Source: an optimization exercise on an open RTL-to-GDS flow (aim: small area, a short achievable clock period and few clock cycles per item). Production flows keep margins and buffers that such runs may drop. Only simulation tests tie the RTL to the original design; equivalence was not proved. Power is estimated from default activity; no workload was simulated.

--- design/flow/flow/fixinv.py ---
#!/usr/bin/env python3
"""Remove inverters around full adders in a Yosys-written sky130 netlist.

A full adder is self-dual: FA(~a, ~b, ~c) = (~sum, ~cout). Synthesis leaves
inverters on many full-adder inputs and outputs; this chooses, per full
adder, whether to feed it the complemented inputs, so as to need as few
inverters as possible, and rewrites the inverters accordingly (one inverter
per signal whose loads need its complement). The logic is unchanged.

usage: fixinv.py IN.v OUT.v"""
import re, sys
from collections import defaultdict

src = open(sys.argv[1]).read()
m = re.search(r'^(module\s.*?;\n)(.*?)(^endmodule)', src, re.S | re.M)
head, body, tail_kw = m.group(1), m.group(2), m.group(3)
pre, post = src[:m.start()], src[m.end():]

cell_re = re.compile(r'^  (sky130_fd_sc_hd__\w+) (\S+ ?) \(\n(.*?)\n  \);\n', re.S | re.M)
pin_re = re.compile(r'\.(\w+)\((.*?)\)(?:,)?\s*$', re.M)
OUTPINS = {'X', 'Y', 'Q', 'Q_N', 'SUM', 'COUT'}

cells = []      # [type, name, [(pin, net)]]
first = None
last = None
for cm in cell_re.finditer(body):
    if first is None:
        first = cm.start()
    elif body[last:cm.start()].strip():
        sys.exit('fixinv: unparsed text between cells: %r' % body[last:cm.start()][:200])
    last = cm.end()
    pins = [(p, n) for p, n in pin_re.findall(cm.group(3))]
    cells.append([cm.group(1), cm.group(2), pins])
decl = body[:first]
rest = body[last:]
if rest.strip():
    sys.exit('fixinv: unparsed text after the cells: %r' % rest[:200])

def is_inv(t):
    b = t.replace('sky130_fd_sc_hd__', '')
    return re.match(r'(clk)?inv(lp)?_\d+$', b) is not None
def is_fa(t):
    return re.match(r'sky130_fd_sc_hd__fa_\d+$', t) is not None

# ports
outports = set()
inports = set()
for d, w, n in re.findall(r'^\s*(input|output)\s+(\[\d+:\d+\]\s+)?(\S+);', head + decl, re.M):
    (outports if d == 'output' else inports).add(n)
def base(net):
    net = net.strip()
    if net.startswith('\\'):
        nm = net[1:].split()[0]
    else:
        nm = net
    return re.sub(r'\[\d+\]$', '', nm)
def is_port_net(net):
    return base(net) in outports

driver = {}
for ci, (t, name, pins) in enumerate(cells):
    for p, n in pins:
        if p in OUTPINS:
            driver[n.strip()] = (ci, p)

# removable inverters: not driving an output port net
removable = set()
for ci, (t, name, pins) in enumerate(cells):
    if is_inv(t):
        d = dict(pins)
        if not is_port_net(d['Y']) and d['A'].strip() not in ('', ):
            removable.add(ci)

memo = {}
def root(net):
    net = net.strip()
    if net in memo:
        return memo[net]
    r = (net, 0)
    if net in driver:
        ci, p = driver[net]
        if ci in removable:
            a = dict(cells[ci][2])['A'].strip()
            s, par = root(a)
            r = (s, par ^ 1)
    memo[net] = r
    return r

# loads: (ci, pin index) for non-removable cells' input pins
loads = []      # (ci, pi, src, par)
for ci, (t, name, pins) in enumerate(cells):
    if ci in removable:
        continue
    for pi, (p, n) in enumerate(pins):
        if p in OUTPINS or n.strip() == '':
            continue
        s, par = root(n)
        loads.append((ci, pi, s, par))
# port loads: output port nets driven by a removable inverter cannot happen
# (those inverters are kept); nets named in `rest` (assigns) are treated as
# fixed loads on themselves.
extra_fixed = set(re.findall(r'(\\\S+ |[\w$]+(?:\[\d+\])?)', rest)) if rest.strip() else set()

fa_ids = [ci for ci, c in enumerate(cells) if is_fa(c[0])]
pi_ = defaultdict(int)
def src_pi(s):
    if s in driver:
        ci, p = driver[s]
        if is_fa(cells[ci][0]):
            return pi_[ci]
    return 0

by_src = defaultdict(list)
for l in loads:
    by_src[l[2]].append(l)
fa_srcs = defaultdict(set)   # fa -> sources touching it (its inputs' sources and its outputs)
for ci, pi, s, par in loads:
    if is_fa(cells[ci][0]):
        fa_srcs[ci].add(s)
for ci in fa_ids:
    for p, n in cells[ci][2]:
        if p in OUTPINS:
            fa_srcs[ci].add(n.strip())

def need(l):
    ci, pi, s, par = l
    v = par ^ src_pi(s)
    if is_fa(cells[ci][0]):
        v ^= pi_[ci]
    return v
def cost_src(s):
    return 1 if any(need(l) for l in by_src.get(s, [])) else 0
def local_cost(ci):
    return sum(cost_src(s) for s in fa_srcs[ci])

before = sum(cost_src(s) for s in by_src)
improved = True
rounds = 0
while improved and rounds < 50:
    improved = False
    rounds += 1
    for ci in fa_ids:
        c0 = local_cost(ci)
        pi_[ci] ^= 1
        c1 = local_cost(ci)
        if c1 < c0:
            improved = True
        else:
            pi_[ci] ^= 1
after = sum(cost_src(s) for s in by_src)
n_rm = len(removable)

# rebuild
def esc(n):
    n = n.strip()
    return n + ' ' if n.startswith('\\') else n
newinv = {}
out_cells = []
cnt = 0
def inv_net(s):
    global cnt
    if s not in newinv:
        cnt += 1
        newinv[s] = ('fixinv_n%d' % cnt, 'fixinv_i%d' % cnt)
    return newinv[s][0]
for ci, pi, s, par in loads:
    t, name, pins = cells[ci]
    v = need((ci, pi, s, par))
    p = pins[pi][0]
    pins[pi] = (p, inv_net(s) if v else s)
text = []
for ci, (t, name, pins) in enumerate(cells):
    if ci in removable:
        continue
    text.append('  %s %s (\n%s\n  );\n' % (t, name, ',\n'.join('    .%s(%s)' % (p, esc(n)) for p, n in pins)))
for s, (net, name) in newinv.items():
    text.append('  sky130_fd_sc_hd__inv_1 %s (\n    .A(%s),\n    .Y(%s)\n  );\n' % (name, esc(s), net))
wires = ''.join('  wire %s;\n' % net for net, name in newinv.values())
open(sys.argv[2], 'w').write(pre + head + decl + wires + ''.join(text) + rest + tail_kw + post)
sys.stderr.write('fixinv: %d inverters before (%d removable), %d signals needing one, %d after; %d full adders flipped, %d rounds\n'
                 % (sum(1 for c in cells if is_inv(c[0])), n_rm, before, len(newinv) + (sum(1 for c in cells if is_inv(c[0])) - n_rm), sum(pi_.values()), rounds))
--- design/flow/flow/run.sh ---
#!/bin/bash
# The standard layout, with two changes:
#  - plain buffers (buf_1) on the ports instead of the flow's default port
#    buffer cell;
#  - after the standard synthesis, fixinv.py removes the inverters that
#    synthesis leaves around full adders (choosing, per full adder, whether
#    it takes its inputs complemented); Yosys then proves the new netlist
#    equivalent to synthesis's, and the flow goes on from the new netlist
#    (or from synthesis's own, if anything here fails).
export BUFFER_PORTS_ARGS="-buffer_cell sky130_fd_sc_hd__buf_1"
bash standard.sh synth > synth.log 2>&1 || exit 1
R=orfs/results/sky130hd/j1587_msgdec/base
LIB=$FLOW_HOME/platforms/sky130hd/lib/sky130_fd_sc_hd__tt_025C_1v80.lib
cp $R/1_2_yosys.v synth_netlist.v
if python3 flow/fixinv.py synth_netlist.v fixed_netlist.v > fixinv.log 2>&1; then
  cat > eq.ys <<EOY
read_liberty -ignore_miss_func $LIB
read_verilog synth_netlist.v
rename $FLOW_TOP gold
read_verilog fixed_netlist.v
rename $FLOW_TOP gate
flatten
opt_clean
cd gate
rename -hide w:_* w:fixinv*
cd gold
rename -hide w:_*
cd
equiv_make gold gate equiv
hierarchy -top equiv
equiv_simple -seq 2
equiv_induct
equiv_status -assert
EOY
  if timeout 1200 yosys -q eq.ys > eq.log 2>&1; then
    echo "equivalence proven; using fixed_netlist.v" >> fixinv.log
    cp fixed_netlist.v $R/1_2_yosys.v
    rm -f $R/1_synth.odb $R/1_synth.sdc
  else
    echo "equivalence not proven; using synthesis's netlist" >> fixinv.log
  fi
fi
bash standard.sh > standard.log 2>&1
--- design/flow/standard.sh ---
#!/bin/bash
# synth_recipe.tcl (not shown) runs the flow's synth.tcl, then flattens the netlist and writes it again
# the make line also repeats each setting of config.mk as NAME=value (left out here)
make -C /OpenROAD-flow-scripts/flow DESIGN_CONFIG=/design/flow/config.mk WORK_HOME=/design/flow/orfs CLKGATE_MAP_FILE= SYNTH_SCRIPT=/design/flow/synth_recipe.tcl "${@:-finish}"
--- design/flow/config.mk ---
export PLATFORM = sky130hd
export DESIGN_NAME = j1587_msgdec
export DESIGN_NICKNAME = j1587_msgdec
export VERILOG_FILES = /design/flow/design.v
export SDC_FILE = /design/flow/constraint.sdc
export NUM_CORES = 4
export LEC_CHECK = 0
export CAP_MARGIN = 20
export CORE_MARGIN = 2
export CORE_UTILIZATION = 70
export SETUP_SLACK_MARGIN = 2.5
export SLEW_MARGIN = 20
--- design/flow/constraint.sdc ---
create_clock -name core_clock -period 7.0 [get_ports {clk}]
set_input_delay 1.4000 -clock core_clock [delete_from_list [all_inputs] [get_ports {clk}]]
set_output_delay 1.4000 -clock core_clock [all_outputs]
set_load 0.01 [all_outputs]
--- design/flow/design.v ---
module j1587_msgdec (
    input  wire         clk,
    input  wire         rst,
    input  wire         start,
    input  wire [255:0] frame,
    input  wire [5:0]   frame_len,
    output reg          done,
    output reg  [3:0]   err,
    output reg  [7:0]   mid,
    output reg  [3:0]   nparams,
    output reg  [80:0]  par_pid,    
    output reg  [44:0]  par_pos,    
    output reg  [44:0]  par_dlen    
);
    localparam [3:0] E_NONE      = 4'd0;
    localparam [3:0] E_INV_PID   = 4'd1;
    localparam [3:0] E_INV_LEN   = 4'd3;
    localparam [3:0] E_TOO_LONG  = 4'd6;
    localparam [3:0] E_TRUNC     = 4'd7;
    localparam [3:0] E_CHECKSUM  = 4'd8;
    integer i;
    genvar g;
    reg       busy;          
    reg       wt;            
    reg       quick;         
    reg [4:0] cpos;          
    reg [6:0] dr;            
    reg [3:0] slot;          
    reg [1:0] perr;          
    reg       page2;         
    reg       longr;         
    reg [12:0] csa_q;      
    reg [37:0] csb_q;
    reg       csum_bad_q;
    reg [7:0] pid_r  [0:8];
    reg [4:0] pos_r  [0:8];
    reg [4:0] dlen_r [0:8];
    wire [7:0] b0 = frame[7:0];
    wire [7:0] b1 = frame[15:8];
    wire [7:0] b2 = frame[23:16];
    wire [7:0] b3 = frame[31:24];
    wire [4:0]  len_hgt;     
    wire [4:0]  len_heq;     
    wire [7:0]  len_lgt;     
    wire [31:0] inlen;
    generate
        for (g = 0; g < 5; g = g + 1) begin : g_hi
            assign len_hgt[g] = (frame_len[5:3] > g);
            assign len_heq[g] = (frame_len[5:3] == g);
        end
        for (g = 0; g < 8; g = g + 1) begin : g_lo
            assign len_lgt[g] = (frame_len[2:0] > g);
        end
        for (g = 0; g < 32; g = g + 1) begin : g_in
            assign inlen[g] = len_hgt[g / 8] | (len_heq[g / 8] & len_lgt[g % 8]);
        end
    endgenerate
    wire pg_in = inlen[2] && (b1 == 8'hFF);
    wire [255:0] fm;
    generate
        for (g = 0; g < 32; g = g + 1) begin : g_mask
            if (g < 4) begin : g_keep
                assign fm[8*g +: 8] = frame[8*g +: 8];
            end else begin : g_cut
                assign fm[8*g +: 8] = frame[8*g +: 8] & {8{inlen[g]}};
            end
        end
    endgenerate
    wire cs1 = fm[0] ^ fm[8] ^ fm[16];
    wire cs2 = (fm[0] & fm[8]) | (fm[0] & fm[16]) | (fm[8] & fm[16]);
    wire cs3 = fm[24] ^ fm[32] ^ fm[40];
    wire cs4 = (fm[24] & fm[32]) | (fm[24] & fm[40]) | (fm[32] & fm[40]);
    wire cs5 = fm[48] ^ fm[56] ^ fm[64];
    wire cs6 = (fm[48] & fm[56]) | (fm[48] & fm[64]) | (fm[56] & fm[64]);
    wire cs7 = fm[1] ^ fm[9] ^ fm[17];
    wire cs8 = (fm[1] & fm[9]) | (fm[1] & fm[17]) | (fm[9] & fm[17]);
    wire cs9 = fm[25] ^ fm[33] ^ fm[41];
    wire cs10 = (fm[25] & fm[33]) | (fm[25] & fm[41]) | (fm[33] & fm[41]);
    wire cs11 = fm[49] ^ fm[57] ^ fm[65];
    wire cs12 = (fm[49] & fm[57]) | (fm[49] & fm[65]) | (fm[57] & fm[65]);
    wire cs13 = fm[2] ^ fm[10] ^ fm[18];
    wire cs14 = (fm[2] & fm[10]) | (fm[2] & fm[18]) | (fm[10] & fm[18]);
    wire cs15 = fm[26] ^ fm[34] ^ fm[42];
    wire cs16 = (fm[26] & fm[34]) | (fm[26] & fm[42]) | (fm[34] & fm[42]);
    wire cs17 = fm[50] ^ fm[58] ^ fm[66];
    wire cs18 = (fm[50] & fm[58]) | (fm[50] & fm[66]) | (fm[58] & fm[66]);
    wire cs19 = fm[3] ^ fm[11] ^ fm[19];
    wire cs20 = (fm[3] & fm[11]) | (fm[3] & fm[19]) | (fm[11] & fm[19]);
    wire cs21 = fm[27] ^ fm[35] ^ fm[43];
    wire cs22 = (fm[27] & fm[35]) | (fm[27] & fm[43]) | (fm[35] & fm[43]);
    wire cs23 = fm[51] ^ fm[59] ^ fm[67];
    wire cs24 = (fm[51] & fm[59]) | (fm[51] & fm[67]) | (fm[59] & fm[67]);
    wire cs25 = fm[4] ^ fm[12] ^ fm[20];
    wire cs26 = (fm[4] & fm[12]) | (fm[4] & fm[20]) | (fm[12] & fm[20]);
    wire cs27 = fm[28] ^ fm[36] ^ fm[44];
    wire cs28 = (fm[28] & fm[36]) | (fm[28] & fm[44]) | (fm[36] & fm[44]);
    wire cs29 = fm[52] ^ fm[60] ^ fm[68];
    wire cs30 = (fm[52] & fm[60]) | (fm[52] & fm[68]) | (fm[60] & fm[68]);
    wire cs31 = fm[5] ^ fm[13] ^ fm[21];
    wire cs32 = (fm[5] & fm[13]) | (fm[5] & fm[21]) | (fm[13] & fm[21]);
    wire cs33 = fm[29] ^ fm[37] ^ fm[45];
    wire cs34 = (fm[29] & fm[37]) | (fm[29] & fm[45]) | (fm[37] & fm[45]);
    wire cs35 = fm[53] ^ fm[61] ^ fm[69];
    wire cs36 = (fm[53] & fm[61]) | (fm[53] & fm[69]) | (fm[61] & fm[69]);
    wire cs37 = fm[6] ^ fm[14] ^ fm[22];
    wire cs38 = (fm[6] & fm[14]) | (fm[6] & fm[22]) | (fm[14] & fm[22]);
    wire cs39 = fm[30] ^ fm[38] ^ fm[46];
    wire cs40 = (fm[30] & fm[38]) | (fm[30] & fm[46]) | (fm[38] & fm[46]);
    wire cs41 = fm[54] ^ fm[62] ^ fm[70];
    wire cs42 = (fm[54] & fm[62]) | (fm[54] & fm[70]) | (fm[62] & fm[70]);
    wire cs43 = fm[7] ^ fm[15] ^ fm[23];
    wire cs44 = fm[31] ^ fm[39] ^ fm[47];
    wire cs45 = fm[55] ^ fm[63] ^ fm[71];
    wire cs46 = cs1 ^ cs3 ^ cs5;
    wire cs47 = (cs1 & cs3) | (cs1 & cs5) | (cs3 & cs5);
    wire cs48 = cs2 ^ cs4 ^ cs6;
    wire cs49 = (cs2 & cs4) | (cs2 & cs6) | (cs4 & cs6);
    wire cs50 = cs7 ^ cs9 ^ cs11;
    wire cs51 = (cs7 & cs9) | (cs7 & cs11) | (cs9 & cs11);
    wire cs52 = cs8 ^ cs10 ^ cs12;
    wire cs53 = (cs8 & cs10) | (cs8 & cs12) | (cs10 & cs12);
    wire cs54 = cs13 ^ cs15 ^ cs17;
    wire cs55 = (cs13 & cs15) | (cs13 & cs17) | (cs15 & cs17);
    wire cs56 = cs14 ^ cs16 ^ cs18;
    wire cs57 = (cs14 & cs16) | (cs14 & cs18) | (cs16 & cs18);
    wire cs58 = cs19 ^ cs21 ^ cs23;
    wire cs59 = (cs19 & cs21) | (cs19 & cs23) | (cs21 & cs23);
    wire cs60 = cs20 ^ cs22 ^ cs24;
    wire cs61 = (cs20 & cs22) | (cs20 & cs24) | (cs22 & cs24);
    wire cs62 = cs25 ^ cs27 ^ cs29;
    wire cs63 = (cs25 & cs27) | (cs25 & cs29) | (cs27 & cs29);
    wire cs64 = cs26 ^ cs28 ^ cs30;
    wire cs65 = (cs26 & cs28) | (cs26 & cs30) | (cs28 & cs30);
    wire cs66 = cs31 ^ cs33 ^ cs35;
    wire cs67 = (cs31 & cs33) | (cs31 & cs35) | (cs33 & cs35);
    wire cs68 = cs32 ^ cs34 ^ cs36;
    wire cs69 = (cs32 & cs34) | (cs32 & cs36) | (cs34 & cs36);
    wire cs70 = cs37 ^ cs39 ^ cs41;
    wire cs71 = (cs37 & cs39) | (cs37 & cs41) | (cs39 & cs41);
    wire cs72 = cs38 ^ cs40 ^ cs42;
    wire cs73 = cs43 ^ cs44 ^ cs45;
    wire cs74 = cs47 ^ cs48 ^ cs50;
    wire cs75 = (cs47 & cs48) | (cs47 & cs50) | (cs48 & cs50);
    wire cs76 = cs49 ^ cs51 ^ cs52;
    wire cs77 = (cs49 & cs51) | (cs49 & cs52) | (cs51 & cs52);
    wire cs78 = cs53 ^ cs55 ^ cs56;
    wire cs79 = (cs53 & cs55) | (cs53 & cs56) | (cs55 & cs56);
    wire cs80 = cs57 ^ cs59 ^ cs60;
    wire cs81 = (cs57 & cs59) | (cs57 & cs60) | (cs59 & cs60);
    wire cs82 = cs61 ^ cs63 ^ cs64;
    wire cs83 = (cs61 & cs63) | (cs61 & cs64) | (cs63 & cs64);
    wire cs84 = cs65 ^ cs67 ^ cs68;
    wire cs85 = (cs65 & cs67) | (cs65 & cs68) | (cs67 & cs68);
    wire cs86 = cs69 ^ cs71 ^ cs72;
    wire cs87 = cs75 ^ cs76 ^ cs54;
    wire cs88 = (cs75 & cs76) | (cs75 & cs54) | (cs76 & cs54);
    wire cs89 = cs77 ^ cs78 ^ cs58;
    wire cs90 = (cs77 & cs78) | (cs77 & cs58) | (cs78 & cs58);
    wire cs91 = cs79 ^ cs80 ^ cs62;
    wire cs92 = (cs79 & cs80) | (cs79 & cs62) | (cs80 & cs62);
    wire cs93 = cs81 ^ cs82 ^ cs66;
    wire cs94 = (cs81 & cs82) | (cs81 & cs66) | (cs82 & cs66);
    wire cs95 = cs83 ^ cs84 ^ cs70;
    wire cs96 = (cs83 & cs84) | (cs83 & cs70) | (cs84 & cs70);
    wire cs97 = cs85 ^ cs86 ^ cs73;
    wire [12:0] csa_d = {cs97, cs96, cs95, cs94, cs93, cs92, cs91, cs90, cs89, cs88, cs87, cs74, cs46};
    wire cs98 = fm[72] ^ fm[80] ^ fm[88];
    wire cs99 = (fm[72] & fm[80]) | (fm[72] & fm[88]) | (fm[80] & fm[88]);
    wire cs100 = fm[96] ^ fm[104] ^ fm[112];
    wire cs101 = (fm[96] & fm[104]) | (fm[96] & fm[112]) | (fm[104] & fm[112]);
    wire cs102 = fm[120] ^ fm[128] ^ fm[136];
    wire cs103 = (fm[120] & fm[128]) | (fm[120] & fm[136]) | (fm[128] & fm[136]);
    wire cs104 = fm[144] ^ fm[152] ^ fm[160];
    wire cs105 = (fm[144] & fm[152]) | (fm[144] & fm[160]) | (fm[152] & fm[160]);
    wire cs106 = fm[168] ^ fm[176] ^ fm[184];
    wire cs107 = (fm[168] & fm[176]) | (fm[168] & fm[184]) | (fm[176] & fm[184]);
    wire cs108 = fm[192] ^ fm[200] ^ fm[208];
    wire cs109 = (fm[192] & fm[200]) | (fm[192] & fm[208]) | (fm[200] & fm[208]);
    wire cs110 = fm[216] ^ fm[224] ^ fm[232];
    wire cs111 = (fm[216] & fm[224]) | (fm[216] & fm[232]) | (fm[224] & fm[232]);
    wire cs112 = fm[73] ^ fm[81] ^ fm[89];
    wire cs113 = (fm[73] & fm[81]) | (fm[73] & fm[89]) | (fm[81] & fm[89]);
    wire cs114 = fm[97] ^ fm[105] ^ fm[113];
    wire cs115 = (fm[97] & fm[105]) | (fm[97] & fm[113]) | (fm[105] & fm[113]);
    wire cs116 = fm[121] ^ fm[129] ^ fm[137];
    wire cs117 = (fm[121] & fm[129]) | (fm[121] & fm[137]) | (fm[129] & fm[137]);
    wire cs118 = fm[145] ^ fm[153] ^ fm[161];
    wire cs119 = (fm[145] & fm[153]) | (fm[145] & fm[161]) | (fm[153] & fm[161]);
    wire cs120 = fm[169] ^ fm[177] ^ fm[185];
    wire cs121 = (fm[169] & fm[177]) | (fm[169] & fm[185]) | (fm[177] & fm[185]);
    wire cs122 = fm[193] ^ fm[201] ^ fm[209];
    wire cs123 = (fm[193] & fm[201]) | (fm[193] & fm[209]) | (fm[201] & fm[209]);
    wire cs124 = fm[217] ^ fm[225] ^ fm[233];
    wire cs125 = (fm[217] & fm[225]) | (fm[217] & fm[233]) | (fm[225] & fm[233]);
    wire cs126 = fm[74] ^ fm[82] ^ fm[90];
    wire cs127 = (fm[74] & fm[82]) | (fm[74] & fm[90]) | (fm[82] & fm[90]);
    wire cs128 = fm[98] ^ fm[106] ^ fm[114];
    wire cs129 = (fm[98] & fm[106]) | (fm[98] & fm[114]) | (fm[106] & fm[114]);
    wire cs130 = fm[122] ^ fm[130] ^ fm[138];
    wire cs131 = (fm[122] & fm[130]) | (fm[122] & fm[138]) | (fm[130] & fm[138]);
    wire cs132 = fm[146] ^ fm[154] ^ fm[162];
    wire cs133 = (fm[146] & fm[154]) | (fm[146] & fm[162]) | (fm[154] & fm[162]);
    wire cs134 = fm[170] ^ fm[178] ^ fm[186];
    wire cs135 = (fm[170] & fm[178]) | (fm[170] & fm[186]) | (fm[178] & fm[186]);
    wire cs136 = fm[194] ^ fm[202] ^ fm[210];
    wire cs137 = (fm[194] & fm[202]) | (fm[194] & fm[210]) | (fm[202] & fm[210]);
    wire cs138 = fm[218] ^ fm[226] ^ fm[234];
    wire cs139 = (fm[218] & fm[226]) | (fm[218] & fm[234]) | (fm[226] & fm[234]);
    wire cs140 = fm[75] ^ fm[83] ^ fm[91];
    wire cs141 = (fm[75] & fm[83]) | (fm[75] & fm[91]) | (fm[83] & fm[91]);
    wire cs142 = fm[99] ^ fm[107] ^ fm[115];
    wire cs143 = (fm[99] & fm[107]) | (fm[99] & fm[115]) | (fm[107] & fm[115]);
    wire cs144 = fm[123] ^ fm[131] ^ fm[139];
    wire cs145 = (fm[123] & fm[131]) | (fm[123] & fm[139]) | (fm[131] & fm[139]);
    wire cs146 = fm[147] ^ fm[155] ^ fm[163];
    wire cs147 = (fm[147] & fm[155]) | (fm[147] & fm[163]) | (fm[155] & fm[163]);
    wire cs148 = fm[171] ^ fm[179] ^ fm[187];
    wire cs149 = (fm[171] & fm[179]) | (fm[171] & fm[187]) | (fm[179] & fm[187]);
    wire cs150 = fm[195] ^ fm[203] ^ fm[211];
    wire cs151 = (fm[195] & fm[203]) | (fm[195] & fm[211]) | (fm[203] & fm[211]);
    wire cs152 = fm[219] ^ fm[227] ^ fm[235];
    wire cs153 = (fm[219] & fm[227]) | (fm[219] & fm[235]) | (fm[227] & fm[235]);
    wire cs154 = fm[76] ^ fm[84] ^ fm[92];
    wire cs155 = (fm[76] & fm[84]) | (fm[76] & fm[92]) | (fm[84] & fm[92]);
    wire cs156 = fm[100] ^ fm[108] ^ fm[116];
    wire cs157 = (fm[100] & fm[108]) | (fm[100] & fm[116]) | (fm[108] & fm[116]);
    wire cs158 = fm[124] ^ fm[132] ^ fm[140];
    wire cs159 = (fm[124] & fm[132]) | (fm[124] & fm[140]) | (fm[132] & fm[140]);
    wire cs160 = fm[148] ^ fm[156] ^ fm[164];
    wire cs161 = (fm[148] & fm[156]) | (fm[148] & fm[164]) | (fm[156] & fm[164]);
    wire cs162 = fm[172] ^ fm[180] ^ fm[188];
    wire cs163 = (fm[172] & fm[180]) | (fm[172] & fm[188]) | (fm[180] & fm[188]);
    wire cs164 = fm[196] ^ fm[204] ^ fm[212];
    wire cs165 = (fm[196] & fm[204]) | (fm[196] & fm[212]) | (fm[204] & fm[212]);
    wire cs166 = fm[220] ^ fm[228] ^ fm[236];
    wire cs167 = (fm[220] & fm[228]) | (fm[220] & fm[236]) | (fm[228] & fm[236]);
    wire cs168 = fm[77] ^ fm[85] ^ fm[93];
    wire cs169 = (fm[77] & fm[85]) | (fm[77] & fm[93]) | (fm[85] & fm[93]);
    wire cs170 = fm[101] ^ fm[109] ^ fm[117];
    wire cs171 = (fm[101] & fm[109]) | (fm[101] & fm[117]) | (fm[109] & fm[117]);
    wire cs172 = fm[125] ^ fm[133] ^ fm[141];
    wire cs173 = (fm[125] & fm[133]) | (fm[125] & fm[141]) | (fm[133] & fm[141]);
    wire cs174 = fm[149] ^ fm[157] ^ fm[165];
    wire cs175 = (fm[149] & fm[157]) | (fm[149] & fm[165]) | (fm[157] & fm[165]);
    wire cs176 = fm[173] ^ fm[181] ^ fm[189];
    wire cs177 = (fm[173] & fm[181]) | (fm[173] & fm[189]) | (fm[181] & fm[189]);
    wire cs178 = fm[197] ^ fm[205] ^ fm[213];
    wire cs179 = (fm[197] & fm[205]) | (fm[197] & fm[213]) | (fm[205] & fm[213]);
    wire cs180 = fm[221] ^ fm[229] ^ fm[237];
    wire cs181 = (fm[221] & fm[229]) | (fm[221] & fm[237]) | (fm[229] & fm[237]);
    wire cs182 = fm[78] ^ fm[86] ^ fm[94];
    wire cs183 = (fm[78] & fm[86]) | (fm[78] & fm[94]) | (fm[86] & fm[94]);
    wire cs184 = fm[102] ^ fm[110] ^ fm[118];
    wire cs185 = (fm[102] & fm[110]) | (fm[102] & fm[118]) | (fm[110] & fm[118]);
    wire cs186 = fm[126] ^ fm[134] ^ fm[142];
    wire cs187 = (fm[126] & fm[134]) | (fm[126] & fm[142]) | (fm[134] & fm[142]);
    wire cs188 = fm[150] ^ fm[158] ^ fm[166];
    wire cs189 = (fm[150] & fm[158]) | (fm[150] & fm[166]) | (fm[158] & fm[166]);
    wire cs190 = fm[174] ^ fm[182] ^ fm[190];
    wire cs191 = (fm[174] & fm[182]) | (fm[174] & fm[190]) | (fm[182] & fm[190]);
    wire cs192 = fm[198] ^ fm[206] ^ fm[214];
    wire cs193 = (fm[198] & fm[206]) | (fm[198] & fm[214]) | (fm[206] & fm[214]);
    wire cs194 = fm[222] ^ fm[230] ^ fm[238];
    wire cs195 = (fm[222] & fm[230]) | (fm[222] & fm[238]) | (fm[230] & fm[238]);
    wire cs196 = fm[79] ^ fm[87] ^ fm[95];
    wire cs197 = fm[103] ^ fm[111] ^ fm[119];
    wire cs198 = fm[127] ^ fm[135] ^ fm[143];
    wire cs199 = fm[151] ^ fm[159] ^ fm[167];
    wire cs200 = fm[175] ^ fm[183] ^ fm[191];
    wire cs201 = fm[199] ^ fm[207] ^ fm[215];
    wire cs202 = fm[223] ^ fm[231] ^ fm[239];
    wire cs203 = cs98 ^ cs100 ^ cs102;
    wire cs204 = (cs98 & cs100) | (cs98 & cs102) | (cs100 & cs102);
    wire cs205 = cs104 ^ cs106 ^ cs108;
    wire cs206 = (cs104 & cs106) | (cs104 & cs108) | (cs106 & cs108);
    wire cs207 = cs110 ^ fm[240] ^ fm[248];
    wire cs208 = (cs110 & fm[240]) | (cs110 & fm[248]) | (fm[240] & fm[248]);
    wire cs209 = cs99 ^ cs101 ^ cs103;
    wire cs210 = (cs99 & cs101) | (cs99 & cs103) | (cs101 & cs103);
    wire cs211 = cs105 ^ cs107 ^ cs109;
    wire cs212 = (cs105 & cs107) | (cs105 & cs109) | (cs107 & cs109);
    wire cs213 = cs111 ^ cs112 ^ cs114;
    wire cs214 = (cs111 & cs112) | (cs111 & cs114) | (cs112 & cs114);
    wire cs215 = cs116 ^ cs118 ^ cs120;
    wire cs216 = (cs116 & cs118) | (cs116 & cs120) | (cs118 & cs120);
    wire cs217 = cs122 ^ cs124 ^ fm[241];
    wire cs218 = (cs122 & cs124) | (cs122 & fm[241]) | (cs124 & fm[241]);
    wire cs219 = cs113 ^ cs115 ^ cs117;
    wire cs220 = (cs113 & cs115) | (cs113 & cs117) | (cs115 & cs117);
    wire cs221 = cs119 ^ cs121 ^ cs123;
    wire cs222 = (cs119 & cs121) | (cs119 & cs123) | (cs121 & cs123);
    wire cs223 = cs125 ^ cs126 ^ cs128;
    wire cs224 = (cs125 & cs126) | (cs125 & cs128) | (cs126 & cs128);
    wire cs225 = cs130 ^ cs132 ^ cs134;
    wire cs226 = (cs130 & cs132) | (cs130 & cs134) | (cs132 & cs134);
    wire cs227 = cs136 ^ cs138 ^ fm[242];
    wire cs228 = (cs136 & cs138) | (cs136 & fm[242]) | (cs138 & fm[242]);
    wire cs229 = cs127 ^ cs129 ^ cs131;
    wire cs230 = (cs127 & cs129) | (cs127 & cs131) | (cs129 & cs131);
    wire cs231 = cs133 ^ cs135 ^ cs137;
    wire cs232 = (cs133 & cs135) | (cs133 & cs137) | (cs135 & cs137);
    wire cs233 = cs139 ^ cs140 ^ cs142;
    wire cs234 = (cs139 & cs140) | (cs139 & cs142) | (cs140 & cs142);
    wire cs235 = cs144 ^ cs146 ^ cs148;
    wire cs236 = (cs144 & cs146) | (cs144 & cs148) | (cs146 & cs148);
    wire cs237 = cs150 ^ cs152 ^ fm[243];
    wire cs238 = (cs150 & cs152) | (cs150 & fm[243]) | (cs152 & fm[243]);
    wire cs239 = cs141 ^ cs143 ^ cs145;
    wire cs240 = (cs141 & cs143) | (cs141 & cs145) | (cs143 & cs145);
    wire cs241 = cs147 ^ cs149 ^ cs151;
    wire cs242 = (cs147 & cs149) | (cs147 & cs151) | (cs149 & cs151);
    wire cs243 = cs153 ^ cs154 ^ cs156;
    wire cs244 = (cs153 & cs154) | (cs153 & cs156) | (cs154 & cs156);
    wire cs245 = cs158 ^ cs160 ^ cs162;
    wire cs246 = (cs158 & cs160) | (cs158 & cs162) | (cs160 & cs162);
    wire cs247 = cs164 ^ cs166 ^ fm[244];
    wire cs248 = (cs164 & cs166) | (cs164 & fm[244]) | (cs166 & fm[244]);
    wire cs249 = cs155 ^ cs157 ^ cs159;
    wire cs250 = (cs155 & cs157) | (cs155 & cs159) | (cs157 & cs159);
    wire cs251 = cs161 ^ cs163 ^ cs165;
    wire cs252 = (cs161 & cs163) | (cs161 & cs165) | (cs163 & cs165);
    wire cs253 = cs167 ^ cs168 ^ cs170;
    wire cs254 = (cs167 & cs168) | (cs167 & cs170) | (cs168 & cs170);
    wire cs255 = cs172 ^ cs174 ^ cs176;
    wire cs256 = (cs172 & cs174) | (cs172 & cs176) | (cs174 & cs176);
    wire cs257 = cs178 ^ cs180 ^ fm[245];
    wire cs258 = (cs178 & cs180) | (cs178 & fm[245]) | (cs180 & fm[245]);
    wire cs259 = cs169 ^ cs171 ^ cs173;
    wire cs260 = (cs169 & cs171) | (cs169 & cs173) | (cs171 & cs173);
    wire cs261 = cs175 ^ cs177 ^ cs179;
    wire cs262 = (cs175 & cs177) | (cs175 & cs179) | (cs177 & cs179);
    wire cs263 = cs181 ^ cs182 ^ cs184;
    wire cs264 = (cs181 & cs182) | (cs181 & cs184) | (cs182 & cs184);
    wire cs265 = cs186 ^ cs188 ^ cs190;
    wire cs266 = (cs186 & cs188) | (cs186 & cs190) | (cs188 & cs190);
    wire cs267 = cs192 ^ cs194 ^ fm[246];
    wire cs268 = (cs192 & cs194) | (cs192 & fm[246]) | (cs194 & fm[246]);
    wire cs269 = cs183 ^ cs185 ^ cs187;
    wire cs270 = cs189 ^ cs191 ^ cs193;
    wire cs271 = cs195 ^ cs196 ^ cs197;
    wire cs272 = cs198 ^ cs199 ^ cs200;
    wire cs273 = cs201 ^ cs202 ^ fm[247];
    wire cs274 = cs203 ^ cs205 ^ cs207;
    wire cs275 = (cs203 & cs205) | (cs203 & cs207) | (cs205 & cs207);
    wire cs276 = cs204 ^ cs206 ^ cs208;
    wire cs277 = (cs204 & cs206) | (cs204 & cs208) | (cs206 & cs208);
    wire cs278 = cs209 ^ cs211 ^ cs213;
    wire cs279 = (cs209 & cs211) | (cs209 & cs213) | (cs211 & cs213);
    wire cs280 = cs215 ^ cs217 ^ fm[249];
    wire cs281 = (cs215 & cs217) | (cs215 & fm[249]) | (cs217 & fm[249]);
    wire cs282 = cs210 ^ cs212 ^ cs214;
    wire cs283 = (cs210 & cs212) | (cs210 & cs214) | (cs212 & cs214);
    wire cs284 = cs216 ^ cs218 ^ cs219;
    wire cs285 = (cs216 & cs218) | (cs216 & cs219) | (cs218 & cs219);
    wire cs286 = cs221 ^ cs223 ^ cs225;
    wire cs287 = (cs221 & cs223) | (cs221 & cs225) | (cs223 & cs225);
    wire cs288 = cs220 ^ cs222 ^ cs224;
    wire cs289 = (cs220 & cs222) | (cs220 & cs224) | (cs222 & cs224);
    wire cs290 = cs226 ^ cs228 ^ cs229;
    wire cs291 = (cs226 & cs228) | (cs226 & cs229) | (cs228 & cs229);
    wire cs292 = cs231 ^ cs233 ^ cs235;
    wire cs293 = (cs231 & cs233) | (cs231 & cs235) | (cs233 & cs235);
    wire cs294 = cs230 ^ cs232 ^ cs234;
    wire cs295 = (cs230 & cs232) | (cs230 & cs234) | (cs232 & cs234);
    wire cs296 = cs236 ^ cs238 ^ cs239;
    wire cs297 = (cs236 & cs238) | (cs236 & cs239) | (cs238 & cs239);
    wire cs298 = cs241 ^ cs243 ^ cs245;
    wire cs299 = (cs241 & cs243) | (cs241 & cs245) | (cs243 & cs245);
    wire cs300 = cs240 ^ cs242 ^ cs244;
    wire cs301 = (cs240 & cs242) | (cs240 & cs244) | (cs242 & cs244);
    wire cs302 = cs246 ^ cs248 ^ cs249;
    wire cs303 = (cs246 & cs248) | (cs246 & cs249) | (cs248 & cs249);
    wire cs304 = cs251 ^ cs253 ^ cs255;
    wire cs305 = (cs251 & cs253) | (cs251 & cs255) | (cs253 & cs255);
    wire cs306 = cs250 ^ cs252 ^ cs254;
    wire cs307 = (cs250 & cs252) | (cs250 & cs254) | (cs252 & cs254);
    wire cs308 = cs256 ^ cs258 ^ cs259;
    wire cs309 = (cs256 & cs258) | (cs256 & cs259) | (cs258 & cs259);
    wire cs310 = cs261 ^ cs263 ^ cs265;
    wire cs311 = (cs261 & cs263) | (cs261 & cs265) | (cs263 & cs265);
    wire cs312 = cs260 ^ cs262 ^ cs264;
    wire cs313 = cs266 ^ cs268 ^ cs269;
    wire cs314 = cs270 ^ cs271 ^ cs272;
    wire cs315 = cs275 ^ cs276 ^ cs278;
    wire cs316 = (cs275 & cs276) | (cs275 & cs278) | (cs276 & cs278);
    wire cs317 = cs277 ^ cs279 ^ cs281;
    wire cs318 = (cs277 & cs279) | (cs277 & cs281) | (cs279 & cs281);
    wire cs319 = cs282 ^ cs284 ^ cs286;
    wire cs320 = (cs282 & cs284) | (cs282 & cs286) | (cs284 & cs286);
    wire cs321 = cs283 ^ cs285 ^ cs287;
    wire cs322 = (cs283 & cs285) | (cs283 & cs287) | (cs285 & cs287);
    wire cs323 = cs288 ^ cs290 ^ cs292;
    wire cs324 = (cs288 & cs290) | (cs288 & cs292) | (cs290 & cs292);
    wire cs325 = cs289 ^ cs291 ^ cs293;
    wire cs326 = (cs289 & cs291) | (cs289 & cs293) | (cs291 & cs293);
    wire cs327 = cs294 ^ cs296 ^ cs298;
    wire cs328 = (cs294 & cs296) | (cs294 & cs298) | (cs296 & cs298);
    wire cs329 = cs295 ^ cs297 ^ cs299;
    wire cs330 = (cs295 & cs297) | (cs295 & cs299) | (cs297 & cs299);
    wire cs331 = cs300 ^ cs302 ^ cs304;
    wire cs332 = (cs300 & cs302) | (cs300 & cs304) | (cs302 & cs304);
    wire cs333 = cs301 ^ cs303 ^ cs305;
    wire cs334 = (cs301 & cs303) | (cs301 & cs305) | (cs303 & cs305);
    wire cs335 = cs306 ^ cs308 ^ cs310;
    wire cs336 = (cs306 & cs308) | (cs306 & cs310) | (cs308 & cs310);
    wire cs337 = cs307 ^ cs309 ^ cs311;
    wire cs338 = cs312 ^ cs313 ^ cs314;
    wire [37:0] csb_d = {fm[255], cs273, cs338, cs337, cs336, cs334, fm[254], cs267, cs335, cs333, cs332, cs330, fm[253], cs257, cs331, cs329, cs328, cs326, fm[252], cs247, cs327, cs325, cs324, cs322, fm[251], cs237, cs323, cs321, cs320, cs318, fm[250], cs227, cs319, cs317, cs316, cs280, cs315, cs274};
    wire cs339 = csa_q[1] ^ csb_q[1] ^ csb_q[2];
    wire cs340 = (csa_q[1] & csb_q[1]) | (csa_q[1] & csb_q[2]) | (csb_q[1] & csb_q[2]);
    wire cs341 = csa_q[2] ^ csb_q[3] ^ csb_q[4];
    wire cs342 = (csa_q[2] & csb_q[3]) | (csa_q[2] & csb_q[4]) | (csb_q[3] & csb_q[4]);
    wire cs343 = csb_q[5] ^ csb_q[6] ^ csb_q[7];
    wire cs344 = (csb_q[5] & csb_q[6]) | (csb_q[5] & csb_q[7]) | (csb_q[6] & csb_q[7]);
    wire cs345 = csa_q[3] ^ csa_q[4] ^ csb_q[8];
    wire cs346 = (csa_q[3] & csa_q[4]) | (csa_q[3] & csb_q[8]) | (csa_q[4] & csb_q[8]);
    wire cs347 = csb_q[9] ^ csb_q[10] ^ csb_q[11];
    wire cs348 = (csb_q[9] & csb_q[10]) | (csb_q[9] & csb_q[11]) | (csb_q[10] & csb_q[11]);
    wire cs349 = csa_q[5] ^ csa_q[6] ^ csb_q[14];
    wire cs350 = (csa_q[5] & csa_q[6]) | (csa_q[5] & csb_q[14]) | (csa_q[6] & csb_q[14]);
    wire cs351 = csb_q[15] ^ csb_q[16] ^ csb_q[17];
    wire cs352 = (csb_q[15] & csb_q[16]) | (csb_q[15] & csb_q[17]) | (csb_q[16] & csb_q[17]);
    wire cs353 = csa_q[7] ^ csa_q[8] ^ csb_q[20];
    wire cs354 = (csa_q[7] & csa_q[8]) | (csa_q[7] & csb_q[20]) | (csa_q[8] & csb_q[20]);
    wire cs355 = csb_q[21] ^ csb_q[22] ^ csb_q[23];
    wire cs356 = (csb_q[21] & csb_q[22]) | (csb_q[21] & csb_q[23]) | (csb_q[22] & csb_q[23]);
    wire cs357 = csa_q[9] ^ csa_q[10] ^ csb_q[26];
    wire cs358 = (csa_q[9] & csa_q[10]) | (csa_q[9] & csb_q[26]) | (csa_q[10] & csb_q[26]);
    wire cs359 = csb_q[27] ^ csb_q[28] ^ csb_q[29];
    wire cs360 = (csb_q[27] & csb_q[28]) | (csb_q[27] & csb_q[29]) | (csb_q[28] & csb_q[29]);
    wire cs361 = csa_q[11] ^ csa_q[12] ^ csb_q[32];
    wire cs362 = csb_q[33] ^ csb_q[34] ^ csb_q[35];
    wire cs363 = cs340 ^ cs341 ^ cs343;
    wire cs364 = (cs340 & cs341) | (cs340 & cs343) | (cs341 & cs343);
    wire cs365 = cs342 ^ cs344 ^ cs345;
    wire cs366 = (cs342 & cs344) | (cs342 & cs345) | (cs344 & cs345);
    wire cs367 = cs347 ^ csb_q[12] ^ csb_q[13];
    wire cs368 = (cs347 & csb_q[12]) | (cs347 & csb_q[13]) | (csb_q[12] & csb_q[13]);
    wire cs369 = cs346 ^ cs348 ^ cs349;
    wire cs370 = (cs346 & cs348) | (cs346 & cs349) | (cs348 & cs349);
    wire cs371 = cs351 ^ csb_q[18] ^ csb_q[19];
    wire cs372 = (cs351 & csb_q[18]) | (cs351 & csb_q[19]) | (csb_q[18] & csb_q[19]);
    wire cs373 = cs350 ^ cs352 ^ cs353;
    wire cs374 = (cs350 & cs352) | (cs350 & cs353) | (cs352 & cs353);
    wire cs375 = cs355 ^ csb_q[24] ^ csb_q[25];
    wire cs376 = (cs355 & csb_q[24]) | (cs355 & csb_q[25]) | (csb_q[24] & csb_q[25]);
    wire cs377 = cs354 ^ cs356 ^ cs357;
    wire cs378 = (cs354 & cs356) | (cs354 & cs357) | (cs356 & cs357);
    wire cs379 = cs359 ^ csb_q[30] ^ csb_q[31];
    wire cs380 = (cs359 & csb_q[30]) | (cs359 & csb_q[31]) | (csb_q[30] & csb_q[31]);
    wire cs381 = cs358 ^ cs360 ^ cs361;
    wire cs382 = cs362 ^ csb_q[36] ^ csb_q[37];
    wire cs383 = cs364 ^ cs365 ^ cs367;
    wire cs384 = (cs364 & cs365) | (cs364 & cs367) | (cs365 & cs367);
    wire cs385 = cs366 ^ cs368 ^ cs369;
    wire cs386 = (cs366 & cs368) | (cs366 & cs369) | (cs368 & cs369);
    wire cs387 = cs370 ^ cs372 ^ cs373;
    wire cs388 = (cs370 & cs372) | (cs370 & cs373) | (cs372 & cs373);
    wire cs389 = cs374 ^ cs376 ^ cs377;
    wire cs390 = (cs374 & cs376) | (cs374 & cs377) | (cs376 & cs377);
    wire cs391 = cs378 ^ cs380 ^ cs381;
    wire cs392 = cs384 ^ cs385 ^ cs371;
    wire cs393 = (cs384 & cs385) | (cs384 & cs371) | (cs385 & cs371);
    wire cs394 = cs386 ^ cs387 ^ cs375;
    wire cs395 = (cs386 & cs387) | (cs386 & cs375) | (cs387 & cs375);
    wire cs396 = cs388 ^ cs389 ^ cs379;
    wire cs397 = (cs388 & cs389) | (cs388 & cs379) | (cs389 & cs379);
    wire cs398 = cs390 ^ cs391 ^ cs382;
    wire csum_bad_d = (csa_q[0] ^ csb_q[0]) |
        (cs339 ^ 1'b0 ^ (csa_q[0] | csb_q[0])) |
        (cs363 ^ 1'b0 ^ (cs339 | 1'b0)) |
        (cs383 ^ 1'b0 ^ (cs363 | 1'b0)) |
        (cs392 ^ 1'b0 ^ (cs383 | 1'b0)) |
        (cs393 ^ cs394 ^ (cs392 | 1'b0)) |
        (cs395 ^ cs396 ^ (cs393 | cs394)) |
        (cs397 ^ cs398 ^ (cs395 | cs396));
    wire csum_bad_a = (csa_q[0] ^ 1'b0) |
        (csa_q[1] ^ 1'b0 ^ (csa_q[0] | 1'b0)) |
        (csa_q[2] ^ 1'b0 ^ (csa_q[1] | 1'b0)) |
        (csa_q[3] ^ csa_q[4] ^ (csa_q[2] | 1'b0)) |
        (csa_q[5] ^ csa_q[6] ^ (csa_q[3] | csa_q[4])) |
        (csa_q[7] ^ csa_q[8] ^ (csa_q[5] | csa_q[6])) |
        (csa_q[9] ^ csa_q[10] ^ (csa_q[7] | csa_q[8])) |
        (csa_q[11] ^ csa_q[12] ^ (csa_q[9] | csa_q[10]));
    function [20:0] step;
        input [4:0] p;
        input [7:0] l;
        input [7:0] n;
        input [6:0] d;
        reg       e;
        reg [1:0] c;
        reg       f;
        reg [4:0] dl;
        reg [4:0] nx;
        reg [6:0] dn;
        reg       dneg;      
        reg       nfit;      
        reg       neq;       
        begin
            dneg = d[6];
            nfit = (n[7:5] == 3'd0) && (n[4:0] <= d[4:0]);
            neq  = (n[7:5] == 3'd0) && (n[4:0] == d[4:0]);
            e  = 1'b0;
            c  = 2'd2;
            f  = 1'b0;
            dl = 5'd1;
            nx = p + 5'd2;
            dn = d - 7'd2;
            if (dneg && d != 7'h7F) begin
                e = 1'b1;
            end else if (l == 8'hFF) begin
                e = 1'b1;
                c = 2'd1;
            end else if (!l[7]) begin
                e = dneg;
                f = (d == 7'd0);
            end else if (!l[6]) begin
                e  = dneg || (d == 7'd0);
                f  = (d == 7'd1);
                dl = 5'd2;
                nx = p + 5'd3;
                dn = d - 7'd3;
            end else if (l != 8'hFE) begin
                e  = dneg || !nfit;
                f  = !dneg && neq;
                dl = n[4:0];
                nx = p + 5'd2 + n[4:0];
                dn = d - 7'd2 - {2'b00, n[4:0]};
            end else begin
                e  = dneg;
                f  = 1'b1;
                dl = d[4:0];
            end
            step = {e, c, f, dl, nx, dn};
        end
    endfunction
    reg [6:0] lm4, lm5;
    always @* begin
        lm4 = 7'd0;
        lm5 = 7'd0;
        for (i = 0; i < 64; i = i + 1)
            if (frame_len == i) begin
                lm4 = i - 4;
                lm5 = i - 5;
            end
    end
    wire [20:0] st1 = step(5'd1, b1, b2, lm4);
    wire [20:0] st2 = step(5'd2, b2, b3, lm5);
    wire [255:0] frame_l = {frame[255:32], {4{frame[31:24]}}};
    wire [255:0] frame_n = {8'h00, frame[255:40], {4{frame[39:32]}}};
    wire [7:0]  lm  = frame_l[{cpos, 3'b000} +: 8];
    wire [7:0]  nm  = frame_n[{cpos, 3'b000} +: 8];
    wire [20:0] stm = step(cpos, lm, nm, dr);
    wire [20:0] s  = start ? (pg_in ? st2 : st1) : stm;
    wire [7:0]  l  = start ? (pg_in ? b2 : b1) : lm;
    wire [3:0]  k  = start ? 4'd0 : slot;
    wire       s_err  = s[20];
    wire [1:0] s_code = s[19:18];
    wire       s_fin  = s[17];
    wire [4:0] s_dl   = s[16:12];
    wire [4:0] s_next = s[11:7];
    wire [6:0] s_dn   = s[6:0];
    wire act  = start | (busy & ~wt);
    wire fin  = act & (s_err | s_fin);
    wire hold = start & s_fin & ~s_err & inlen[9];
    always @(posedge clk) begin
        mid        <= b0;
        page2      <= pg_in;
        longr      <= inlen[21];
        csa_q      <= csa_d;
        csb_q      <= csb_d;
        csum_bad_q <= csum_bad_d;
        quick      <= start;
        if (rst) begin
            busy <= 1'b0;
            done <= 1'b0;
        end else begin
            busy <= (act & ~fin) | hold;
            done <= (fin & ~hold) | (busy & wt);
        end
        wt <= hold;
        cpos <= s_next;
        dr   <= s_dn;
        if (act) begin
            slot <= k + 4'd1;
            perr <= s_err ? s_code : 2'd0;
        end
        for (i = 0; i < 9; i = i + 1)
            if (k == i) begin
                pid_r[i]  <= l;
                pos_r[i]  <= cpos;
                dlen_r[i] <= s_dl;
            end
    end
    always @* begin
        case (perr)
            2'd1:    err = E_INV_PID;
            2'd2:    err = E_TRUNC;
            2'd3:    err = E_INV_LEN;
            default: err = (quick ? csum_bad_a : csum_bad_q) ? E_CHECKSUM :
                           (longr ? E_TOO_LONG : E_NONE);
        endcase
        nparams = slot;
        for (i = 0; i < 9; i = i + 1) begin
            par_pid[9*i +: 9]  = {page2, pid_r[i]};
            par_pos[5*i +: 5]  = (i == 0) ? {3'b000, page2, ~page2} : pos_r[i];
            par_dlen[5*i +: 5] = dlen_r[i];
        end
    end
endmodule
==> results of run 1 <==
[how the worst max path moves through the flow]
stage | start | end | slack (ps) | cells past startpoint
2_1_floorplan | frame_len[3] | csa_q[12] | 2410 | 14
3_3_place_gp | frame_len[3] | csb_q[17] | 1510 | 9
3_5_place_dp | frame_len[3] | csb_q[17] | 1340 | 9
4_1_cts | frame_len[1] | dr[6] | 2480 | 14
[routing by layer]
metal	global-route usage, %	overflow
met1	73.9	3
met2	89.3	5
met3	54.2	9
met4	65.5	17
met5	36.1	1
[power by group through the flow]
stage | Clock (uW) | Combinational [uW] | Sequential (uW)
2_1_floorplan | 0 | 4860 | 2140
3_3_place_gp | 0 | 6370 | 2250
4_1_cts | 1290 | 7300 | 2220
3_5_place_dp | 0 | 6750 | 2260
[metrics by stage]
step	hold WS, ps	instance area [um2]	power [uW]
floorplan	464	20500	7000
global placement	487	22300	8610
detailed placement	502	22400	9020
CTS	530	23400	10800
[timing repair]
item,in CTS
buffers inserted,10
cloned,1
gates resized for setup,41
setup endpoints to repair,97
endpoints found under the hold margin,0
==> impl_results.rst, run 1 <==
.. list-table::
   :header-rows: 1

   * - Metric
     - Value
   * - Failing step
     - global routing (5_1_grt)
   * - Netlist area before placement
     - 0.0204 mm2
   * - Hpwl dp
     - 61400 um
   * - Kind of the worst endpoint
     - sequential cell input
   * - Worst endpoint from the post-global-route timing repair
     - done$_SDFF_PP0_/D
   * - Grt total ovfl
     - 35
   * - All-layer global routing usage
     - 71.8%
   * - Final RePlAce weighted congestion
     - 1.06
   * - Cell at the root of the clock tree
     - clkbuf_16
   * - Status
     - aborted with a tool error
   * - H-tree lvl count
     - 1
   * - Starting Density
     - 71.2%
   * - # hold bufs at CTS
     - 0
   * - Bufs on Longest Clock Path
     - 3
   * - Stop err
     - [ERROR GRT-0232] Routing congestion too high. Check the congestion heatmap in the GUI.
   * - Setup slack at placement
     - 1340 ps
   * - Die Wd
     - 175 um
   * - Cell Count Post-Placement
     - 2603
   * - Number of clock buffers inserted by TritonCTS
     - 25
   * - Num ports
     - 453
   * - Post-synthesis instance total
     - 1844
   * - Die Y-Extent
     - 175 um
   * - Number of input and output port buffers inserted
     - 449
   * - Average size of a mapped cell
     - 11.1 um2
   * - Maximum number of pins on one net before global-route repair
     - 48
   * - Warnings from Yosys
     - 4
   * - # rows
     - 62
Testbench counts, summed over its fixed seeds: cycles 6,133, frames 2,400.
==> inputs of run 2 (changes only) <==
--- a/design/flow/design.v
+++ b/design/flow/design.v
@@ -544,15 +544,16 @@
                 lm5 = i - 5;
             end
     end
-    wire [20:0] st1 = step(5'd1, b1, b2, lm4);
-    wire [20:0] st2 = step(5'd2, b2, b3, lm5);
+    wire [7:0]  l0  = pg_in ? b2 : b1;
+    wire [7:0]  n0  = pg_in ? b3 : b2;
+    wire [20:0] st0 = step({3'b000, pg_in, ~pg_in}, l0, n0, pg_in ? lm5 : lm4);
     wire [255:0] frame_l = {frame[255:32], {4{frame[31:24]}}};
     wire [255:0] frame_n = {8'h00, frame[255:40], {4{frame[39:32]}}};
     wire [7:0]  lm  = frame_l[{cpos, 3'b000} +: 8];
     wire [7:0]  nm  = frame_n[{cpos, 3'b000} +: 8];
     wire [20:0] stm = step(cpos, lm, nm, dr);
-    wire [20:0] s  = start ? (pg_in ? st2 : st1) : stm;
-    wire [7:0]  l  = start ? (pg_in ? b2 : b1) : lm;
+    wire [20:0] s  = start ? st0 : stm;
+    wire [7:0]  l  = start ? l0 : lm;
     wire [3:0]  k  = start ? 4'd0 : slot;
     wire       s_err  = s[20];
     wire [1:0] s_code = s[19:18];
--- a/design/flow/config.mk
+++ b/design/flow/config.mk
@@ -7,6 +7,6 @@
 export LEC_CHECK = 0
 export CAP_MARGIN = 20
 export CORE_MARGIN = 2
-export CORE_UTILIZATION = 70
+export CORE_UTILIZATION = 60
 export SETUP_SLACK_MARGIN = 2.5
 export SLEW_MARGIN = 20
==> run 2 against run 1 <==
Now clean on timing, DRC and antenna. Area after synthesis decreased by 4.3%. Synthesized cell count shrank 8.7%.
==> impl_results.rst, run 2 <==
.. list-table::
   :header-rows: 1

   * - Metric
     - Value
   * - Status
     - timing/DRC/antenna clean
   * - Hpwl dp
     - 56300 um (-8.4%)
   * - Maximum number of pins on one net before global-route repair
     - 49
   * - Floorplan die area
     - 0.0340 mm2
   * - Core Footprint
     - 0.0323 mm2
   * - Detail-routed net length per standard cell
     - 27.3 um
   * - Largest register FFs
     - 72
   * - Master of the slowest instance on the critical path
     - or4b_4
   * - Final RePlAce weighted congestion
     - 0.982 (-7.2%)
   * - Utilization of the core after routing
     - 72.2%
   * - Detailed Route Iter0 Violations
     - 1967
   * - Most common cell on crit path
     - buf_4
   * - Upper clock frequency limit
     - 0.224 GHz
   * - All-layer global routing usage
     - 42.2%
   * - DR DRC count
     - 0
   * - Final slew viol count
     - 0
   * - Worst path max stage delay
     - 610 ps
   * - Number of nets with antenna violations after detailed routing
     - 0
   * - Number of clock buffers inserted by TritonCTS
     - 26 (+4.0%)
   * - Warnings from Yosys
     - 4 (unchanged)
   * - Leading registers by flop count
     - pid_r: 72 flops, dlen_r: 45 flops, pos_r: 40 flops
   * - Critical path required time
     - 7280 ps
   * - Commonest cells after routing, fill and taps aside
     - buf_1, fa_1, edfxtp_1
   * - Antenna violations before repair
     - 4
   * - Grt total ovfl
     - 0
   * - Via count of the first global-routing pass
     - 16800
   * - Maximum fanout encountered on the critical timing path
     - 24
   * - Netlist area before placement
     - 0.0196 mm2 (-4.3%)
   * - Count of final setup violators
     - 0
   * - Clock period minus final worst setup slack
     - 4460 ps
   * - Area taken by flip-flops and latches
     - 0.00648 mm2
   * - Register with the highest flop count
     - pid_r
   * - Fraction of final layout cells with drive strength greater than 1
     - 13.4%
   * - Class of the most critical hold timing path
     - reg2reg
   * - Fillers
     - 2309
   * - Total number of clock tree sinks
     - 241
   * - Aggregate routed wire length
     - 71200 um
   * - Vias/cell
     - 6.45
   * - Global-route wire length before repair
     - 105000 um
   * - Count of maximum capacitance violations
     - 0
   * - Clk pin slew, worst setup/hold paths
     - 60 ps
   * - Leakage dissipation
     - 0.00872 uW
   * - Number of input and output port buffers inserted
     - 449 (unchanged)
   * - Bufs on Longest Clock Path
     - 3 (unchanged)
   * - Final hold vios
     - 0
   * - Final nets
     - 2641
   * - Die Y-Extent
     - 185 um (+5.6%)
   * - Pwr/cell area
     - 449 mW/mm2
   * - DRT Pass-1 Iters
     - 6
   * - Worst IR Drop VDD
     - 0.647 mV
   * - H-tree lvl count
     - 1 (unchanged)
   * - Total Neg Setup Slack
     - 0 ps
   * - Arrival time of the worst setup path
     - 4740 ps
   * - # rows
     - 66 (+6.5%)
   * - Clock tree from TritonCTS
     - done
   * - Unrepaired setup endpoints after global routing
     - yes
   * - Num ports
     - 453 (unchanged)
   * - CP Class
     - reg2reg
   * - Cell at the root of the clock tree
     - clkbuf_16
   * - Clock insertion delay at the later pin of the skew report
     - 540 ps
   * - Count of cells along the worst hold path
     - 2
   * - Die Wd
     - 185 um (+5.6%)
   * - Number of vias after detailed routing
     - 16800
   * - Post-synthesis instance total
     - 1683 (-8.7%)
   * - Relative slew margins
     - 28.5%
   * - Startpoint Class
     - flop
   * - Average size of a mapped cell
     - 11.6 um2 (+4.9%)
   * - Clock Skew
     - 16.1 ps
   * - Cell-by-cell listing of the critical path
     - buf_4, nor2_1, a22o_1, a2111oi_0, buf_4, or2_2, or4b_4, or2_1, nand2_1, o21ai_1, o22ai_2
   * - Commonest non-fill, non-tap cell in the layout
     - buf_1
   * - Starting Density
     - 60.6% (-11 points)
   * - Area Overhead vs Synth
     - 19.2%
   * - Cell count of the worst reg-to-reg path
     - 11
   * - Sort of element at the end of the critical path
     - flop
   * - Fraction of the cycle the final worst path needs
     - 63.8%
   * - Multi-input gate area in the final layout
     - 0.0126 mm2
   * - Slew of the pin with the lowest slew margin
     - 1070 ps
## run 2: final cells by class
| class | count | share of cell area (%) |
|---|---|---|
| inverter | 95 | 1.55 |
| sequential | 241 | 27.8 |
| timing repair buffer | 515 | 10.1 |
| multi-input combinational | 1261 | 54.1 |
| antenna | 3 | 0.0322 |
| clock buffer | 30 | 2.86 |
| tap | 442 | 2.37 |
| clock inverter | 17 | 1.15 |
## run 2: critical path: cells and delay by family (launching register included)
family	cells	cell delay, ps
compound gates	4	880
flops	1	460
buf+inv	2	550
simple gates	5	2310
## run 2: through the flow
stage	worst slack [ps]	instances	hold slack [ps]	total power [uW]	instance area, um2
after floorplan	2360	1685	465	6890	19800
after global placement	1240	2519	479	8480	21700
after detailed placement	1190	2520	503	8620	21700
after CTS	2500	2578	510	10300	23000
after global routing	2450	2604	527	11200	23300
final	2540	2604	506	10500	23300
## run 2: repair_timing
action | CTS | global route
setup buffers | 10 | 23
endpoints found under the setup margin | 97 | 62
resized for setup | 52 | 31
hold buffers | 0 | 0
pin swaps | 4 | 13
endpoints found under the hold margin | 0 | 0
gates cloned | 1 | 0
## run 2: power breakdown
group / internal, uW / leakage (uW) / switching [uW]
logic: 2940 / 0.00611 / 3830
registers: 1950 / 0.00217 / 250
clock network: 913 / 0.000451 / 590
## run 2: metal layers
layer,track usage [%],up-vias,share of wire [%]
met5,0.889,-,0.018
met4,21.4,2,6.3
li1,-,6962,-
met2,67.0,1308,46
met3,11.3,287,13
met1,53.5,8227,35
## run 2: worst paths after layout
| path | from | to | slack [ps] |
|---|---|---|---|
| setup / recovery | cpos[3] | dlen_r[5][2] | 2540 |
| setup reg to reg | cpos[3] | dlen_r[5][2] | 2540 |
| hold reg to reg | busy | done | 510 |
| hold / removal | busy | done | 510 |
Testbench counts of run 2, summed over its fixed seeds: cycles 6,133, frames 2,400.
==> inputs of run 3 (changes only) <==
--- a/design/flow/config.mk
+++ b/design/flow/config.mk
@@ -8,5 +8,5 @@
 export CAP_MARGIN = 20
 export CORE_MARGIN = 2
 export CORE_UTILIZATION = 60
-export SETUP_SLACK_MARGIN = 2.5
+export SETUP_SLACK_MARGIN = 2.0
 export SLEW_MARGIN = 20
==> run 3 against run 2 <==
Still clean on timing, DRC and antenna. Final area shrank 3.3%. Sequential share of layout area grew 0.93 points. Count of clock-buffer cells in the layout grew 2. Worst hold slack gained 5.4 ps. Utilization shrank 2.4 points. Synthesized cell count is the same. Combinational power shrank 2%. Critical path type unchanged. Critical endpoint is now dlen_r[5][1]. Highest routed layer unchanged.
==> impl_results.rst, run 3 <==
.. list-table::
   :header-rows: 1

   * - Metric
     - Value
   * - Hpwl dp
     - 56200 um (-0.15%)
   * - Startpoint Class
     - flop
   * - Clock tree from TritonCTS
     - done
   * - Final hold vios
     - 0 (unchanged)
   * - Core Footprint
     - 0.0323 mm2 (unchanged)
   * - Detail-routed net length per standard cell
     - 27.6 um (+0.93%)
   * - Total Neg Setup Slack
     - 0 ps (unchanged)
   * - DR DRC count
     - 0 (unchanged)
   * - Pwr/cell area
     - 454 mW/mm2 (+0.98%)
   * - Fraction of the cycle the final worst path needs
     - 70.8% (+7.1 points)
   * - Bufs on Longest Clock Path
     - 3 (unchanged)
   * - Detailed Route Iter0 Violations
     - 1863 (-5.3%)
   * - Number of vias after detailed routing
     - 16700 (-0.55%)
   * - Area Overhead vs Synth
     - 15.3%
   * - Count of maximum capacitance violations
     - 0 (unchanged)
   * - Num ports
     - 453 (unchanged)
   * - Post-synthesis instance total
     - 1683 (unchanged)
   * - Global-route wire length before repair
     - 103000 um (-1.0%)
   * - Slew of the pin with the lowest slew margin
     - 1220 ps (+145 ps)
   * - Commonest cells after routing, fill and taps aside
     - buf_1, fa_1, edfxtp_1
   * - CP Class
     - reg2reg
   * - DRT Pass-1 Iters
     - 7 (+1)
   * - Total number of clock tree sinks
     - 241 (unchanged)
   * - Reported net switching power
     - 4630 uW (-0.87%)
   * - Grt total ovfl
     - 0 (unchanged)
   * - Commonest non-fill, non-tap cell in the layout
     - buf_1
   * - Average size of a mapped cell
     - 11.6 um2 (unchanged)
   * - Number of clock buffers inserted by TritonCTS
     - 27 (+3.8%)
   * - Final slew viol count
     - 0 (unchanged)
   * - Relative slew margins
     - 18.8% (-9.7 points)
   * - Netlist area before placement
     - 0.0196 mm2 (unchanged)
   * - Die Wd
     - 185 um (unchanged)
   * - Final RePlAce weighted congestion
     - 0.997 (+1.5%)
   * - Clock period minus final worst setup slack
     - 4960 ps (+495 ps)
   * - Portion of total power attributed to sequential cells
     - 21.6% (+0.6 points)
   * - Status
     - timing/DRC/antenna clean
   * - Upper clock frequency limit
     - 0.202 GHz (-10%)
   * - Class of the most critical hold timing path
     - reg2reg
   * - Leakage dissipation
     - 0.00846 uW (-3.0%)
   * - Number of input and output port buffers inserted
     - 449 (unchanged)
   * - Warnings from Yosys
     - 4 (unchanged)
   * - Aggregate routed wire length
     - 71200 um (about the same)
   * - Antenna violations before repair
     - 4 (unchanged)
   * - Clock Skew
     - 23.2 ps (+7.07 ps)
   * - Die Y-Extent
     - 185 um (unchanged)
   * - Clk pin slew, worst setup/hold paths
     - 70 ps (about the same)
   * - Number of nets with antenna violations after detailed routing
     - 0 (unchanged)
   * - Count of cells along the worst hold path
     - 2 (unchanged)
   * - Post CTS Setup Buffer Count
     - 0 (-10)
   * - Floorplan die area
     - 0.0340 mm2 (unchanged)
   * - Maximum number of pins on one net before global-route repair
     - 90 (+84%)
   * - Arrival time of the worst setup path
     - 5260 ps (+520 ps)
   * - Fraction of final layout cells with drive strength greater than 1
     - 9.36% (-4.0 points)
   * - Sort of element at the end of the critical path
     - flop
   * - Net switching fraction of the power
     - 45.3% (+0.67 points)
   * - Fillers
     - 2442 (+5.8%)
   * - Leading registers by flop count
     - pid_r: 72 flops, dlen_r: 45 flops, pos_r: 40 flops
   * - # rows
     - 66 (unchanged)
   * - Worst IR Drop VDD
     - 0.598 mV (-7.6%)
   * - Cell at the root of the clock tree
     - clkbuf_16
   * - Register with the highest flop count
     - pid_r
   * - Largest register FFs
     - 72 (unchanged)
   * - Share of power burned in combinational logic
     - 64.6% (about the same)
   * - All-layer global routing usage
     - 42.1% (-0.19 points)
   * - Starting Density
     - 60.6% (unchanged)
   * - Critical path required time
     - 7310 ps (+30 ps)
   * - Proportion of power drawn by the clock network
     - 13.8% (-0.5 points)
   * - Vias/cell
     - 6.47 (+0.33%)
   * - Internal portion of total power
     - 5600 uW (-3.5%)
   * - Via count of the first global-routing pass
     - 16600 (-1.1%)
   * - Unrepaired setup endpoints after global routing
     - yes
   * - Final nets
     - 2617 (-0.91%)
   * - Maximum fanout encountered on the critical timing path
     - 33 (+38%)
   * - Hold slack
     - 512 ps (+5.44 ps)
   * - Cell count of the worst reg-to-reg path
     - 11 (unchanged)
   * - Count of final setup violators
     - 0 (unchanged)
   * - Clock insertion delay at the later pin of the skew report
     - 560 ps (+20 ps)
   * - H-tree lvl count
     - 1 (unchanged)
==> run 3: changes by cell type in the layout (fill, tap and decap cells not counted), sizes merged <==
cell / change
nor3: -1
bufinv: -4
inv: +3
clkinv: +2
buf: -22
clkinvlp: -1
==> run 3: path summary, 6_finish.rpt <==
check | to | startpoint | slack [ps]
worst max-delay path | dlen_r[5][1] | cpos[0] | 2040
worst min-delay path | done | busy | 510
worst max register to register | dlen_r[5][1] | cpos[0] | 2040
worst min register to register | done | busy | 510
==> run 3: cell type report <==
| cell class | instances | area [um2] | area share, % |
|---|---|---|---|
| Multi-Input combinational cell | 1260 | 12300 | 54.3 |
| Sequential cell | 241 | 6480 | 28.7 |
| Timing Repair Buffer | 491 | 2020 | 8.97 |
| Clock buffer | 32 | 694 | 3.08 |
| Tap cell | 442 | 553 | 2.45 |
| Inverter | 95 | 357 | 1.58 |
| Clock inverter | 17 | 180 | 0.799 |
| Antenna cell | 3 | 7.51 | 0.0333 |
==> run 3: per-stage QoR <==
stage / setup slack [ps] / instance area, um2 / instances / power, uW / utilization [%]
4_1_cts: 2020 / 22500 / 2578 / 10100 / 69.7
3_5_place_dp: 1280 / 21600 / 2529 / 8630 / 67.0
2_1_floorplan: 2100 / 19600 / 1685 / 6860 / -
6_report: 2040 / 22500 / 2581 / 10200 / 69.8
3_3_place_gp: 1350 / 21600 / 2529 / 8510 / 67.0
5_1_grt: 1840 / 22500 / 2580 / 10900 / 69.8
==> run 3: worst max-delay path: stages (launching register included) <==
cell and delay, ps:
edfxtp_1 390, buf_4 440, nand2_1 490, o22ai_1 290, o21ai_0 160, a22o_1 380, nor4_1 1030, a21o_1 570
nor2_1 200, o211ai_1 260, o21ai_0 220, buf_4 220
==> run 3: repair_timing <==
item                       CTS  global route
gates resized for setup      5             8
hold buffers                 0             0
cloned                       0             0
pin swaps                    0             1
setup endpoints to repair   15            58
==> run 3: layer usage <==
| layer | track usage [%] | wire length (um) |
|---|---|---|
| met1 | 53.9 | 25700 |
| met2 | 66.8 | 32700 |
| met3 | 9.27 | 8410 |
| met4 | 23.1 | 4450 |
| met5 | 0 | 13 |
==> run 3: power groups by stage <==
stage	registers (uW)	logic, uW	clock network, uW
after floorplan	2160	4700	0
after global placement	2240	6280	0
after detailed placement	2240	6390	0
after CTS	2210	6480	1420
after global routing	2240	7190	1460
final	2210	6610	1410

[what the ideal ports hide]
No port has a modelled driver above. Below, the same layouts with a new extraction and two added sets of constraints.
Step 1 sets driving cells, clkbuf_16 on the clock port and buf_2 on the other inputs (assumed; they add their load-dependent delay and slew).
Step 2 moves the port delays by t, midway between the first and last clock arrival at a register: inputs arrive t later, outputs are due t later. That takes back most of the time a late clock gives input paths.
Three values: ideal, step 1, step 2; two values: the first two.
run	t, ns	setup WS [ns]	hold slack, ns	worst setup path at the end	pins driven straight from the clock port
run 2	0.583	2.536 / 2.536 / 1.997	0.506 / 0.506 / 0.506	input to register	1
run 3	0.606	2.041 / 2.041 / 1.592	0.512 / 0.512 / 0.512	input to register	1
After both steps setup and hold are still met in every run listed. For run 2, which loses most, drivers alone change the setup slack by 0.000 ns; drivers and shift together by -0.539 ns.
